Background: an optimization exercise with open tools, aiming at small area. Do not read the settings as production practice.
Only the layout flow was run in this run; the RTL was not checked for function there.
Power figures rest on the tool's default switching activity, not on a simulated workload.

[flow/design.v]
module pf_bus_codec (
    input  wire        clk,
    input  wire        rst,
    input  wire        breq_valid,
    input  wire [1:0]  breq_slot,
    output reg         tx_req_v,
    output reg  [63:0] tx_req_data,
    input  wire        brx_valid,
    input  wire [10:0] brx_id,
    input  wire [3:0]  brx_len,
    input  wire        req_active,
    output wire        rx_pass
);
    localparam [10:0] RSP_ID = 11'h7E8;
    reg [63:0] tpl;
    always @(*) begin
        case (breq_slot)
            2'd0:    tpl = {8'h00, 8'h00, 8'h00, 8'h00, 8'h00, 8'h0C, 8'h01, 8'h02};
            2'd1:    tpl = {8'h00, 8'h00, 8'h00, 8'h00, 8'h5B, 8'h01, 8'h22, 8'h03};
            2'd2:    tpl = {8'h00, 8'h00, 8'h00, 8'h00, 8'h00, 8'hC3, 8'h21, 8'h02};
            default: tpl = 64'd0;
        endcase
    end
    always @(posedge clk) begin
        if (rst) begin
            tx_req_v <= 1'b0;
        end else begin
            tx_req_v <= breq_valid;
            if (breq_valid)
                tx_req_data <= tpl;
        end
    end
    assign rx_pass = brx_valid && (brx_id == RSP_ID) && (brx_len == 4'd8) && req_active;
endmodule
module pf_decode_table (
    input  wire [1:0]   slot,
    input  wire [103:0] v,       
    output reg  [31:0]  value
);
    always @(*) begin
        case (slot)
            2'd0:    value = {16'd0, v[7:0], v[15:8]};
            2'd1:    value = {{16{v[23]}}, v[23:16], v[31:24]};
            2'd2:    value = {24'd0, v[39:32]} - 32'd40;
            default: value = 32'd0;
        endcase
    end
endmodule
module pf_reassembler (
    input  wire         clk,
    input  wire         rst,
    input  wire         ra_abort,
    input  wire         brx_valid,    
    input  wire         rx_pass,      
    input  wire [63:0]  brx_data,
    input  wire [1:0]   req_slot,
    output reg          rx_result_v,
    output reg  [1:0]   rx_result,
    output reg          tx_fc_v,
    output reg          dec_valid,
    output reg  [1:0]   dec_slot,
    output reg  [3:0]   dec_vlen,
    output reg  [103:0] dec_v,
    output reg  [31:0]  dec_value
);
    localparam [1:0] T_NONE = 2'd0, T_FF = 2'd1;
    localparam [1:0] R_IGNORED = 2'd0, R_MORE = 2'd1, R_DONE = 2'd2;
    reg [1:0] ra_type;
    reg [3:0] ra_next_sn;
    reg [7:0] ra_buf [0:5];
    reg [2:0] ra_cnt;
    reg [1:0] ra_slot;
    wire [7:0] d [0:7];
    genvar g;
    generate
        for (g = 0; g < 8; g = g + 1) begin : g_bytes
            assign d[g] = brx_data[8*g+7:8*g];
        end
    endgenerate
    wire [3:0] pcn = d[0][7:4];
    wire [3:0] sn  = d[0][3:0];
    wire [1:0] type_now = ra_abort ? T_NONE : ra_type;
    reg [2:0] echo_len;
    always @(*) begin
        case (req_slot)
            2'd1:    echo_len = 3'd3;
            default: echo_len = 3'd2;
        endcase
    end
    reg echo_sf, echo_ff;
    always @(*) begin
        case (req_slot)
            2'd0: begin
                echo_sf = (d[1] == 8'h41) && (d[2] == 8'h0C);
                echo_ff = (d[2] == 8'h41) && (d[3] == 8'h0C);
            end
            2'd1: begin
                echo_sf = (d[1] == 8'h62) && (d[2] == 8'h01) && (d[3] == 8'h5B);
                echo_ff = (d[2] == 8'h62) && (d[3] == 8'h01) && (d[4] == 8'h5B);
            end
            2'd2: begin
                echo_sf = (d[1] == 8'h61) && (d[2] == 8'hC3);
                echo_ff = (d[2] == 8'h61) && (d[3] == 8'hC3);
            end
            default: begin
                echo_sf = 1'b0;
                echo_ff = 1'b0;
            end
        endcase
    end
    wire is_sf = rx_pass && (pcn == 4'h0);
    wire is_ff = rx_pass && (pcn == 4'h1);
    wire is_cf = rx_pass && (pcn == 4'h2);
    wire sf_done = is_sf && echo_sf;
    wire ff_ok   = is_ff && echo_ff;
    wire cf_done = is_cf && (type_now == T_FF) && (sn == 4'd1);
    reg [7:0]  v_sf [0:12];
    reg [7:0]  v_cf [0:12];
    reg [103:0] v_sf_flat, v_cf_flat;
    integer i;
    always @(*) begin
        for (i = 0; i < 13; i = i + 1) begin
            if (i < 7 - echo_len)
                v_sf[i] = d[1 + echo_len + i];
            else
                v_sf[i] = 8'h00;
            if (i < ra_cnt)
                v_cf[i] = ra_buf[i];
            else if (i < ra_cnt + 7)
                v_cf[i] = d[1 + i - ra_cnt];
            else
                v_cf[i] = 8'h00;
            v_sf_flat[8*i +: 8] = v_sf[i];
            v_cf_flat[8*i +: 8] = v_cf[i];
        end
    end
    wire [31:0] value_sf, value_cf;
    pf_decode_table u_dec_sf (.slot(req_slot), .v(v_sf_flat), .value(value_sf));
    pf_decode_table u_dec_cf (.slot(ra_slot),  .v(v_cf_flat), .value(value_cf));
    always @(posedge clk) begin
        if (rst) begin
            ra_type    <= T_NONE;
            ra_next_sn <= 4'd0;
            ra_cnt     <= 3'd0;
            ra_slot    <= 2'd0;
        end else begin
            if (sf_done || cf_done)
                ra_type <= T_NONE;
            else if (ff_ok)
                ra_type <= T_FF;
            else
                ra_type <= type_now;
            if (ff_ok) begin
                ra_next_sn <= 4'd1;
                ra_cnt     <= 3'd6 - echo_len;
                ra_slot    <= req_slot;
            end
        end
    end
    always @(posedge clk) begin
        if (!rst && ff_ok) begin
            for (i = 0; i < 6; i = i + 1)
                if (i < 6 - echo_len)
                    ra_buf[i] <= d[2 + echo_len + i];
        end
    end
    always @(posedge clk) begin
        if (rst) begin
            rx_result_v <= 1'b0;
            rx_result   <= R_IGNORED;
            tx_fc_v     <= 1'b0;
            dec_valid   <= 1'b0;
        end else begin
            rx_result_v <= brx_valid;
            if (sf_done || cf_done)
                rx_result <= R_DONE;
            else if (ff_ok)
                rx_result <= R_MORE;
            else
                rx_result <= R_IGNORED;
            tx_fc_v   <= is_ff;
            dec_valid <= sf_done || cf_done;
            if (sf_done) begin
                dec_slot  <= req_slot;
                dec_vlen  <= 4'd7 - {1'b0, echo_len};
                dec_v     <= v_sf_flat;
                dec_value <= value_sf;
            end else if (cf_done) begin
                dec_slot  <= ra_slot;
                dec_vlen  <= {1'b0, ra_cnt} + 4'd7;
                dec_v     <= v_cf_flat;
                dec_value <= value_cf;
            end
        end
    end
endmodule
module pf_link_encode (
    input  wire         clk,
    input  wire         rst,
    input  wire         ltx_req,
    input  wire [79:0]  ltx_rec,
    input  wire [8:0]   tx_space,
    output reg          ltx_ack,
    output reg          ltx_sent,
    output reg  [103:0] ltx_frame
);
    localparam [7:0] START   = 8'hAA;
    localparam [7:0] RECSIZE = 8'd10;
    reg [7:0] chk;
    integer i;
    always @(*) begin
        chk = 8'h00;
        for (i = 0; i < 10; i = i + 1)
            chk = chk ^ ltx_rec[8*i +: 8];
    end
    always @(posedge clk) begin
        if (rst) begin
            ltx_ack  <= 1'b0;
            ltx_sent <= 1'b0;
        end else begin
            ltx_ack <= ltx_req;
            if (ltx_req) begin
                ltx_sent  <= (tx_space >= 9'd13);
                ltx_frame <= {chk, ltx_rec, RECSIZE, START};
            end
        end
    end
endmodule
module pf_link_decode (
    input  wire        clk,
    input  wire        rst,
    input  wire        lrx_valid,
    input  wire [7:0]  lrx_byte,
    input  wire [31:0] now,
    output reg  [79:0] rec_data,
    output reg         rec_valid,
    output reg  [31:0] rec_ts,
    output reg         rec_pub,
    output wire        fresh
);
    localparam [1:0] S_START = 2'd0, S_LEN = 2'd1, S_PAYLOAD = 2'd2, S_CHK = 2'd3;
    localparam [7:0] START    = 8'hAA;
    localparam [7:0] RECSIZE  = 8'd10;
    localparam [7:0] MAXBUF   = 8'd32;
    localparam [31:0] STALE_MS = 32'd1000;
    reg [1:0] lrx_state;
    reg [7:0] lrx_len;
    reg [7:0] lrx_fill;
    reg [7:0] lrx_buf [0:31];
    reg [7:0] chk;
    integer i;
    always @(*) begin
        chk = 8'h00;
        for (i = 0; i < 32; i = i + 1)
            if (i < lrx_len)
                chk = chk ^ lrx_buf[i];
    end
    wire chk_ok = (lrx_byte == chk) && (lrx_len == RECSIZE);
    always @(posedge clk) begin
        if (rst) begin
            lrx_state <= S_START;
            lrx_len   <= 8'd0;
            lrx_fill  <= 8'd0;
            rec_valid <= 1'b0;
            rec_ts    <= 32'd0;
            rec_pub   <= 1'b0;
        end else begin
            rec_pub <= 1'b0;
            if (lrx_valid) begin
                case (lrx_state)
                    S_START: begin
                        if (lrx_byte == START)
                            lrx_state <= S_LEN;
                    end
                    S_LEN: begin
                        if (lrx_byte != 8'd0 && lrx_byte <= MAXBUF) begin
                            lrx_len   <= lrx_byte;
                            lrx_fill  <= 8'd0;
                            lrx_state <= S_PAYLOAD;
                        end else begin
                            lrx_state <= S_START;
                        end
                    end
                    S_PAYLOAD: begin
                        lrx_fill <= lrx_fill + 8'd1;
                        if (lrx_fill + 8'd1 == lrx_len)
                            lrx_state <= S_CHK;
                    end
                    S_CHK: begin
                        if (chk_ok) begin
                            rec_valid <= 1'b1;
                            rec_ts    <= now;
                            rec_pub   <= 1'b1;
                        end
                        lrx_state <= S_START;
                    end
                endcase
            end
        end
    end
    always @(posedge clk) begin
        if (!rst && lrx_valid) begin
            if (lrx_state == S_PAYLOAD)
                lrx_buf[lrx_fill[4:0]] <= lrx_byte;
            if (lrx_state == S_CHK && chk_ok)
                for (i = 0; i < 10; i = i + 1)
                    rec_data[8*i +: 8] <= lrx_buf[i];
        end
    end
    assign fresh = rec_valid && ((now - rec_ts) < STALE_MS);
endmodule
module priuscan_framer (
    input  wire         clk,
    input  wire         rst,
    input  wire [31:0]  now,
    input  wire         req_active,
    input  wire [1:0]   req_slot,
    input  wire         breq_valid,
    input  wire [1:0]   breq_slot,
    input  wire         ra_abort,
    input  wire         brx_valid,
    input  wire [10:0]  brx_id,
    input  wire [3:0]   brx_len,
    input  wire [63:0]  brx_data,
    input  wire         lrx_valid,
    input  wire [7:0]   lrx_byte,
    input  wire         ltx_req,
    input  wire [79:0]  ltx_rec,
    input  wire [8:0]   tx_space,
    output wire         tx_req_v,
    output wire [63:0]  tx_req_data,
    output wire         tx_fc_v,
    output wire         rx_result_v,
    output wire [1:0]   rx_result,
    output wire         dec_valid,
    output wire [1:0]   dec_slot,
    output wire [3:0]   dec_vlen,
    output wire [103:0] dec_v,
    output wire [31:0]  dec_value,
    output wire         ltx_ack,
    output wire         ltx_sent,
    output wire [103:0] ltx_frame,
    output wire [79:0]  rec_data,
    output wire         rec_valid,
    output wire [31:0]  rec_ts,
    output wire         rec_pub,
    output wire         fresh
);
    wire rx_pass;
    pf_bus_codec u_codec (
        .clk(clk), .rst(rst),
        .breq_valid(breq_valid), .breq_slot(breq_slot),
        .tx_req_v(tx_req_v), .tx_req_data(tx_req_data),
        .brx_valid(brx_valid), .brx_id(brx_id), .brx_len(brx_len),
        .req_active(req_active), .rx_pass(rx_pass)
    );
    pf_reassembler u_ra (
        .clk(clk), .rst(rst), .ra_abort(ra_abort),
        .brx_valid(brx_valid), .rx_pass(rx_pass), .brx_data(brx_data),
        .req_slot(req_slot),
        .rx_result_v(rx_result_v), .rx_result(rx_result), .tx_fc_v(tx_fc_v),
        .dec_valid(dec_valid), .dec_slot(dec_slot), .dec_vlen(dec_vlen),
        .dec_v(dec_v), .dec_value(dec_value)
    );
    pf_link_encode u_enc (
        .clk(clk), .rst(rst), .ltx_req(ltx_req), .ltx_rec(ltx_rec),
        .tx_space(tx_space), .ltx_ack(ltx_ack), .ltx_sent(ltx_sent),
        .ltx_frame(ltx_frame)
    );
    pf_link_decode u_dec (
        .clk(clk), .rst(rst), .lrx_valid(lrx_valid), .lrx_byte(lrx_byte),
        .now(now), .rec_data(rec_data), .rec_valid(rec_valid), .rec_ts(rec_ts),
        .rec_pub(rec_pub), .fresh(fresh)
    );
endmodule
[flow/run.sh]
#!/bin/bash
# synth_recipe.tcl (not shown) runs the flow's synth.tcl, then flattens the netlist and writes it again
# the make line also repeats each setting of config.mk as NAME=value (left out here)
make -C /OpenROAD-flow-scripts/flow DESIGN_CONFIG=/design/flow/config.mk WORK_HOME=/design/flow/orfs CLKGATE_MAP_FILE= SYNTH_SCRIPT=/design/flow/synth_recipe.tcl finish
[flow/constraint.sdc]
create_clock -name core_clock -period 10.0 [get_ports {clk}]
set_input_delay 2.0000 -clock core_clock [delete_from_list [all_inputs] [get_ports {clk}]]
set_output_delay 2.0000 -clock core_clock [all_outputs]
set_load 0.01 [all_outputs]
[flow/config.mk]
export PLATFORM = sky130hd
export DESIGN_NAME = priuscan_framer
export DESIGN_NICKNAME = priuscan_framer
export VERILOG_FILES = /design/flow/design.v
export SDC_FILE = /design/flow/constraint.sdc
export NUM_CORES = 4
export LEC_CHECK = 0
export CAP_MARGIN = 20
export CORE_MARGIN = 2
export CORE_UTILIZATION = 40
export SLEW_MARGIN = 20
==> impl_results.md <==
- RSZ-0062 raised after global routing: false
- Max Cap Viol: 0
- Dominant cells by area after synthesis: sky130_fd_sc_hd__edfxtp_1, sky130_fd_sc_hd__xnor2_1, sky130_fd_sc_hd__dfxtp_1, sky130_fd_sc_hd__nand2_1, sky130_fd_sc_hd__nor2_1
- Wire length on met1: 49.5 mm
- Number of gates resized after CTS: 0
- CP Launch Point: now[8]
- Cells along the critical path: clkdlybuf4s50_1 > ha_1 > a21o_1 > a221oi_1 > o21ai_0 > o22ai_1 > nor3_1 > a21oi_1 > o21bai_1 > mux2i_1 > a2111oi_0 > nand4_1 > nor3_1 > clkdlybuf4s50_1
- RR Endpoint: u_dec.rec_data[63]$_DFFE_PP_
- Aggregate global-route resource usage: about 28%
- Cell variety after synth: between 90 and 100
- Routed wl met3: 12.0 mm
- Kind of critical path: primary input to output port
- Synth top area share: ~54%
- Warnings, synthesis: 8
- Critical-path top delay cell: sky130_fd_sc_hd__clkdlybuf4s50_1
- Cells after synthesis: roughly 2800
- Gr ovfl total: 0
- Chip width: between 200 and 300 um
- Crit path arrival time: just over 6 ns
- Number of buffer and inverter stages on the critical path: 2
- Mean routed wirelength per cell: ~27 um
- Top FF cell, synth: sky130_fd_sc_hd__edfxtp_1
- EDFF count, synth: around 580
- Count of antenna-violating nets left after detailed routing: 0
- Biggest area consumer among synthesized cells: sky130_fd_sc_hd__edfxtp_1
- Required time of the critical path: 8.00 ns
- Critical path's top delay family: compound AO/OA/AOI/OAI gates
- Type of origin of the critical path: primary input
- Layout-stage area growth over the synthesis result: 27.4%
- Fraction of final layout cells with drive strength greater than 1: 6.61%
- Class of the worst hold path: flop to flop
- Flops & latches, synth: 643
- Worst Max-Slew Pin Slew: 1.11 ns
- Internal power consumption: 4760 uW
- Number of setup violations in the final report: 0
- Fraction of the cycle the final worst path needs: between 80% and 90%
- Clk network pwr share: about 44%
- Max stage delay on crit path: ~0.66 ns
- Total number of vias: around 25000
- Initial antenna violation count: 9
- Maximum level of the CTS H-tree: 3
- Wire length on met2: around 54 mm
- Core utilization of the finished layout: around 51%
- # port buffers: about 600
- Setup TNS: 0 ns
- Ratio of routed vias to standard cells: ~5.7
- Initial DRC Count: 3352
- Most frequent cells in the layout: sky130_fd_sc_hd__clkdlybuf4s50_1, sky130_fd_sc_hd__edfxtp_1, sky130_fd_sc_hd__nand2_1, sky130_fd_sc_hd__nor2_1, sky130_fd_sc_hd__xnor2_1
- Clock Latency Late Sink: 0.63 ns
- CTS Root Buffer Type: sky130_fd_sc_hd__clkbuf_16
- Post-Synthesis Mean Instance Area: between 10 and 15 um^2
- Uppermost signal routing layer after detailed routing: met5
- Count of buffers added by post-CTS timing repair for setup: 0
- Fraction of power spent switching nets: a little under a quarter
- Num CTS Buffers: 74
- Area of the die: 82900 um^2
- TritonCTS clock tree: built
- Most common cell after layout, fill and taps aside: sky130_fd_sc_hd__clkdlybuf4s50_1
- DP HPWL: 86.0 mm
- Element type at the critical path end: output port
- Number of top-level pins: approximately 650
- CTS sink cnt: roughly 640
- Worst r2r src: u_dec.lrx_len[5]$_SDFFE_PP0P_
- Count of cells along the worst register-to-register path: 13
- Critical path fanouts, max: 3
- Global-route wire length before repair: 169 mm
- Number of global-route vias before repair: around 24000
- Number of fill cells in the layout: 7019
- Total stage count of the critical path: 14
- Switching power of the nets: roughly 1500 uW
- CTS Buffer Depth: 3
- Finished Cell Area: 41100 um^2
- Total power of the final layout: roughly 6200 uW
- Number of hold-repair buffers added at the cts stage: 0
- Clock Skews: 0.0259 ns
- GP Congestion: roughly 0.92
- Cell area after placement: ~39000 um^2
- Core region area: roughly 80000 um^2
- Share of total power in combinational logic: 8.6%
- Final-stage net count: 3585
- Cell Pwr Density: 152 nW/um^2
- Final count of pins violating max slew: 0
- Final number of hold-violating endpoints: 0
- Share of synthesized area occupied by flip-flops and latches: slightly below 60%
- Router iterations before antenna repair: 10
- Slew Limit Headroom: between 20% and 30%
- Hold path startpoint: u_dec.lrx_buf[8][7]$_DFFE_PP_
- Maximum clock frequency: 124 MHz
- Fraction of synthesis flops using an asynchronous set or reset pin: 0%
- Status: complete, no violations
- Starting Density: ~40%
- Netlist area before placement: 32200 um^2
- Floorplan row count: 104
- Final critical delay including setup and external delays: a little over 8 ns
- Total leakage power: between 0.01 and 0.015 uW
- Hold Crit Depth: 0
- Pin count of the biggest net entering global routing: 77
- Destination of the worst hold path: u_dec.rec_data[71]$_DFFE_PP_
- Routed WL: ~120 mm
- Worst reg2reg setup slack: ~3.8 ns
- Die extent in y: ~290 um
- Clock-pin slew reported for the worst setup and hold paths after clock tree synthesis: 0.06 ns
- Sequential fraction of design power: between 40% and 50%
- Drt drc: 0
- Worst-case vdd ir drop: around 0.10 mV
-- area by class of cell --
class	instances	area [um^2]	area share [%]
diodes	5	12.5	0.0305
multi-input cells	1881	12100	29.5
well taps	1060	1330	3.23
repair buffers	636	6240	15.2
flip-flops and latches	643	18700	45.4
clock buffers	88	1910	4.66
inverters	81	304	0.740
clock inverters	45	504	1.23
-- per-layer routing --
layer | GRT usage, % | up-vias
met4 | 9.91 | 12
met1 | 38.9 | 12500
met2 | 43.0 | 1470
li1 | - | 11200
met5 | 0 | -
met3 | 5.97 | 235
-- worst register-to-register path, stage by stage (launching register included) --
cell and delay, ns:
sky130_fd_sc_hd__dfxtp_1 0.54, sky130_fd_sc_hd__nor4_4 0.72, sky130_fd_sc_hd__buf_4 0.50, sky130_fd_sc_hd__and4_1 0.59
sky130_fd_sc_hd__a21oi_1 0.16, sky130_fd_sc_hd__xnor2_1 0.48, sky130_fd_sc_hd__xnor2_1 0.27, sky130_fd_sc_hd__xnor3_1 0.40
sky130_fd_sc_hd__xnor2_1 0.27, sky130_fd_sc_hd__nand4_1 0.20, sky130_fd_sc_hd__buf_4 0.31, sky130_fd_sc_hd__nor3_2 0.33
sky130_fd_sc_hd__buf_4 0.22, sky130_fd_sc_hd__buf_4 0.73
-- synth_stat cells, types with 20 or more instances --
library cell	count
sky130_fd_sc_hd__a22oi_1	20
sky130_fd_sc_hd__nor3_1	27
sky130_fd_sc_hd__ha_1	48
sky130_fd_sc_hd__o21ai_0	138
sky130_fd_sc_hd__a222oi_1	46
sky130_fd_sc_hd__buf_4	98
sky130_fd_sc_hd__clkbuf_1	104
sky130_fd_sc_hd__nand3b_1	27
sky130_fd_sc_hd__dfxtp_1	65
sky130_fd_sc_hd__nand3_1	71
sky130_fd_sc_hd__buf_2	20
sky130_fd_sc_hd__o21ai_1	46
sky130_fd_sc_hd__xnor2_1	171
sky130_fd_sc_hd__o211ai_1	27
sky130_fd_sc_hd__a21oi_1	163
sky130_fd_sc_hd__xor2_1	72
sky130_fd_sc_hd__mux2i_1	60
sky130_fd_sc_hd__edfxtp_1	578
sky130_fd_sc_hd__nand2_1	274
sky130_fd_sc_hd__inv_1	81
sky130_fd_sc_hd__mux2_2	21
sky130_fd_sc_hd__nor2_1	237
-- flip-flops by register name (all words and copies together), names as in the netlist, 2 cells and up, named ones only --
| register | flops |
|---|---|
| u_dec.lrx_buf | 245 |
| u_ra.dec_v | 104 |
| u_enc.ltx_frame | 88 |
| u_dec.rec_data | 80 |
| u_dec.rec_ts | 32 |
| u_ra.ra_buf | 32 |
| u_ra.dec_value | 17 |
| u_dec.lrx_fill | 8 |
| u_dec.lrx_len | 8 |
| u_codec.tx_req_data | 6 |
| u_ra.dec_vlen | 4 |
| u_ra.dec_slot | 2 |
| u_ra.ra_cnt | 2 |
| u_ra.ra_slot | 2 |
| u_ra.ra_type | 2 |
-- power groups by stage --
| stage | logic (uW) | clock network (uW) | registers, uW |
|---|---|---|---|
| 3_5_place_dp | 528 | 0 | 3020 |
| 6_report | 536 | 2730 | 2970 |
| 3_3_place_gp | 526 | 0 | 3020 |
| 4_1_cts | 531 | 2770 | 2970 |
| 5_1_grt | 564 | 2870 | 2970 |
| 2_1_floorplan | 230 | 0 | 3040 |
-- cell families (layout without fill, tap and decap cells) --
| family | Yosys count | in the layout | share of synthesized area [%] |
|---|---|---|---|
| AOI/OAI and AO/OA | 628 | 628 | 12.5 |
| xor gates and xnor gates | 260 | 260 | 7.79 |
| adders and majority gates | 50 | 50 | 1.93 |
| buffers and inverters | 336 | 850 | 5.46 |
| DFF | 643 | 643 | 57.9 |
| muxes | 82 | 82 | 2.67 |
| other | 2 | 69 | 0.0233 |
| and+or+nand+nor | 797 | 797 | 11.7 |
-- how the worst max path moves through the flow --
stage	endpoint	slack, ns
floorplan	u_dec.rec_data[0]$_DFFE_PP_	0.23
global placement	fresh	1.88
detailed placement	fresh	1.91
CTS	fresh	1.89
global route	fresh	1.47
finish	fresh	1.91
-- per-stage QoR --
step	hold WS, ns	setup WS (ns)	std cells
floorplan	0.420	0.226	2860
global placement	0.425	1.88	4300
detailed placement	0.433	1.91	4300
CTS	0.448	1.89	4433
global route	0.455	1.47	4436
finish	0.452	1.91	4439

-- what the ideal ports hide --
The flow's constraints put no driver on any port. The routed layout listed below was extracted and timed again, unchanged, in two steps.
Step 1: set_driving_cell puts a clkbuf_16 on clk and a buf_2 on each other input, an assumption about the parent block.
Step 2 also shifts input and output timing later by t, the mid clock arrival at the registers, as if the neighbouring blocks saw the same clock.
Slacks: ideal / step 1 / step 2; pairs: ideal / step 1.
shift t [ns]: 0.682
slack for setup (ns): 1.906 / 1.881 / 1.881
hold WS [ns]: 0.452 / 0.452 / 0.452
latest minus earliest clock arrival (ns): 0.035 / 0.035
After both steps this run still meets setup and hold. The setup slack of this run moves by -0.025 ns with the drivers and by -0.025 ns with both steps.
